What follows belongs to an exercise in optimizing a design on an open flow for small area; a production flow would make more cautious choices. Function was checked by simulation only, so behaviour that the tests miss may differ from the original. No activity file was given, so power comes from the tool's default toggle rates.

== before ==
Design ouman_reader, start of the top module:
module ouman_reader (
    input  wire        clk,
    input  wire        rst_n,         
    input  wire        tick,          
    input  wire        start,
    input  wire [7:0]  start_id,
    output wire        busy,
    output wire        done,
    output wire [7:0]  tx_data,
    output wire        tx_valid,
    input  wire        tx_ready,
    input  wire        rx_valid,
    input  wire [7:0]  rx_data,
    output reg         rx_ovr,
    input  wire        ovr_clr,
    output wire [2:0]  err,
    output wire [2:0]  rtype,
    output wire [7:0]  crcv,
    output wire [8:0]  res_len,
    output reg  [31:0] field0,
    output reg  [31:0] field1,
    output reg  [31:0] field2,
    output reg  [31:0] field3,
    output reg  [31:0] field4,
    output reg  [31:0] field5,
    input  wire [7:0]  raw_off,
    output wire        raw_valid,
    output wire [7:0]  raw_value
);
    localparam [7:0] READ_OPCODE = 8'h52;
    localparam [2:0] T_RAW = 3'd0, T_TEMP = 3'd1, T_DEVICE = 3'd2, T_DATETIME = 3'd3,
                     T_SET1 = 3'd4, T_SET2 = 3'd5, T_INFO = 3'd6;
    localparam [2:0] S_IDLE = 3'b000, S_DONE = 3'b001,
                     S_TX   = 3'b100, S_RX   = 3'b101,
                     S_FIN1 = 3'b110, S_FIN2 = 3'b111;
    function [2:0] classify;
        input [7:0] id;
        begin
            if (id == 8'h01)                 classify = T_DEVICE;
            else if (id == 8'h10)            classify = T_TEMP;
            else if (id[7:4] == 4'h2)        classify = T_INFO;
            else if (id == 8'h30)            classify = T_DATETIME;
            else if (id == 8'h40)            classify = T_SET1;
            else if (id == 8'h41)            classify = T_SET2;
            else                             classify = T_RAW;
        end
    endfunction
    function [8:0] min_len;
        input [2:0] t;
        case (t)
            T_TEMP:     min_len = 9'd8;
            T_DEVICE:   min_len = 9'd24;
            T_DATETIME: min_len = 9'd13;
            T_SET1:     min_len = 9'd28;
            T_SET2:     min_len = 9'd17;
  ...
export LEC_CHECK = 0
export CAP_MARGIN = 10
export CORE_MARGIN = 2
export CORE_UTILIZATION = 50
export GPL_TIMING_DRIVEN = 0
export PLACE_DENSITY = 0.8
export SETUP_SLACK_MARGIN = 0.2
export SLEW_MARGIN = 10
export SYNTH_HIERARCHICAL = 1
create_clock -name core_clock -period 10.0 [get_ports {clk}]
standard.sh (not shown) runs the stock make flow with config.mk's settings and CLKGATE_MAP_FILE= SYNTH_SCRIPT=/design/flow/synth_recipe.tcl, a recipe that flattens the netlist after the stock synthesis.
==> flow/flow/run.sh <==
#!/bin/bash
# Standard ORFS layout (standard.sh), with these options changed:
#  - port buffers use the smallest buffer cell;
#  - clock tree: larger sink clusters and no dummy balancing loads.
set -euo pipefail
export REMOVE_ABC_BUFFERS=1
export BUFFER_PORTS_ARGS="-buffer_cell sky130_fd_sc_hd__buf_1"
export CTS_ARGS="-sink_clustering_enable -repair_clock_nets -dont_use_dummy_load -buf_list sky130_fd_sc_hd__clkbuf_8 -sink_clustering_buffer sky130_fd_sc_hd__clkbuf_8 -sink_clustering_size 19 -sink_clustering_max_diameter 52"
bash standard.sh > flow_make.log 2>&1
Setup changes, before to after
--- a/flow/config.mk
+++ b/flow/config.mk
@@ -11,5 +11,5 @@
 export GPL_TIMING_DRIVEN = 0
 export PLACE_DENSITY = 0.8
-export SETUP_SLACK_MARGIN = 0.2
+export SETUP_SLACK_MARGIN = 0.05
 export SLEW_MARGIN = 10
 export SYNTH_HIERARCHICAL = 1
## What came out
after completed; timing, DRC and antenna clean. On wire length after detailed routing, after does better than before. Diff before..after | multi-input gate share of total cell area | negligible. Looking at design area across both flows, after is the stronger of the two, with before trailing.

Starting RTL as in the previous note.
clock: 10.0 ns
lec_check: 0
cap_margin: 10
core_margin: 2
core_utilization: 50
gpl_timing_driven: 0
place_density: 0.85
slew_margin: 10
synth_hierarchical: 1
==> flow/flow/run.sh <==
#!/bin/bash
# Standard ORFS layout (standard.sh), with these options changed:
#  - port buffers use the smallest buffer cell;
#  - clock tree: larger sink clusters and no dummy balancing loads.
set -euo pipefail
export REMOVE_ABC_BUFFERS=1
export BUFFER_PORTS_ARGS="-buffer_cell sky130_fd_sc_hd__buf_1"
export CTS_ARGS="-sink_clustering_enable -repair_clock_nets -dont_use_dummy_load -sink_clustering_buffer sky130_fd_sc_hd__clkbuf_8 -sink_clustering_size 18 -sink_clustering_max_diameter 50"
bash standard.sh > flow_make.log 2>&1
The starting point completed with no timing, DRC or antenna violations.
Change:
--- a/flow/flow/run.sh
+++ b/flow/flow/run.sh
@@ -4 +4,5 @@
-#  - clock tree: larger sink clusters and no dummy balancing loads.
+#  - clock tree: clkbuf_8 sink buffers, clusters of at most 18 sinks
+#    within 50 um, no dummy balancing loads;
+#  - after global routing, non-critical gates are downsized (power
+#    recovery on all paths with positive slack), then slew, capacitance
+#    and timing are repaired again (flow/post_grt.tcl).
@@ -6,0 +11,2 @@
+export RECOVER_POWER=100
+export POST_GLOBAL_ROUTE_TCL="$PWD/flow/post_grt.tcl"
==> flow/flow/post_grt.tcl (new file) <==
# Runs after ORFS's global route step (POST_GLOBAL_ROUTE_TCL hook),
# after its power recovery (RECOVER_POWER), which downsizes gates
# without regard to slew: repair slew, capacitance and timing again
# with global-route parasitics (with 20% slew and capacitance margins),
# legalise, and re-route the changed nets.
log_cmd global_route -start_incremental
log_cmd estimate_parasitics -global_routing
log_cmd repair_design -verbose -slew_margin 20 -cap_margin 20
log_cmd detailed_placement
log_cmd estimate_parasitics -global_routing
repair_timing_helper
log_cmd detailed_placement
log_cmd global_route -end_incremental
check_placement -verbose
log_cmd estimate_parasitics -global_routing
write_guides $::env(RESULTS_DIR)/route.guide
- PLACE_DENSITY: 0.85 -> 0.8
Sequential power is about the same.
Cell area is about the same.
Cell count stays flat.
Wire length shrinks by 4.0%.
Area after synthesis stays the same.
Via count falls by 2.2%.
Power came out lower by 0.47%.
Setup slack got worse by 73 ps.
Non-clock buffer count goes up by 15.
Change:
==> flow/flow/run.sh (replaced) <==
#!/bin/bash
# Standard ORFS layout (standard.sh), with these options changed:
#  - port buffers use the smallest buffer cell;
#  - clock tree: larger sink clusters and no dummy balancing loads.
set -euo pipefail
export REMOVE_ABC_BUFFERS=1
export BUFFER_PORTS_ARGS="-buffer_cell sky130_fd_sc_hd__buf_1"
export CTS_ARGS="-sink_clustering_enable -repair_clock_nets -dont_use_dummy_load -sink_clustering_buffer sky130_fd_sc_hd__clkbuf_8 -sink_clustering_size 19 -sink_clustering_max_diameter 52"
bash standard.sh > flow_make.log 2>&1
removed: flow/flow/post_grt.tcl
=> Worst setup slack gets better by 100 ps. Synthesized area does not change. Sequential power stays flat. Total power is lower by 0.52%. Global-route usage hardly moves. Clock power is lower by about 2%. Cell count is lower by 0.43%.
Change:
--- a/flow/flow/run.sh
+++ b/flow/flow/run.sh
@@ -8 +8 @@
-export CTS_ARGS="-sink_clustering_enable -repair_clock_nets -dont_use_dummy_load -sink_clustering_buffer sky130_fd_sc_hd__clkbuf_8 -sink_clustering_size 19 -sink_clustering_max_diameter 52"
+export CTS_ARGS="-sink_clustering_enable -repair_clock_nets -dont_use_dummy_load -sink_clustering_buffer sky130_fd_sc_hd__clkbuf_8 -sink_clustering_size 18 -sink_clustering_max_diameter 50"
Result: Worst hold slack stays flat. Wire length hardly moves. Sequential power stays flat. Cell area hardly moves. Cell count stays flat. Clock-buffer cell count grows by 8. Non-clock buffer count grows by 4. Fmax is about the same. Power grows by 0.44%. Via count grows by 0.42%.

static timing again, ports no longer ideal:
No port has a modelled driver above. Below, the same layouts with a new extraction and two added sets of constraints.
Step 1: set_driving_cell puts a clkbuf_16 on clk and a buf_2 on each other input, an assumption about the parent block.
Step 2, shift: input delay + t, output delay - t, t = (earliest + latest rising clock arrival at the registers) / 2. This alone moves slack from input paths to output paths.
a / b / c = ideal / step 1 / step 2; a / b = the first two.
run | t (ns) | setup WS [ns] | hold slack, ns | worst setup path after step 2
before | 0.971 | 0.548 / 0.474 / 0.890 | 0.510 / 0.510 / 0.510 | input to output
after | 0.958 | 0.205 / 0.131 / 0.765 | 0.507 / 0.507 / 0.507 | input to output
the first run of note 2 | 0.792 | 0.204 / 0.129 / 0.471 | 0.490 / 0.490 / 0.490 | input to output
the second run of note 2 | 0.801 | 0.132 / 0.054 / 0.551 | 0.512 / 0.512 / 0.512 | input to output
the third run of note 2 | 0.829 | 0.232 / 0.152 / 0.601 | 0.511 / 0.511 / 0.511 | input to output
the fourth run of note 2 | 0.806 | 0.235 / 0.158 / 0.552 | 0.510 / 0.510 / 0.510 | input to output
After both steps every run listed still meets setup and hold.
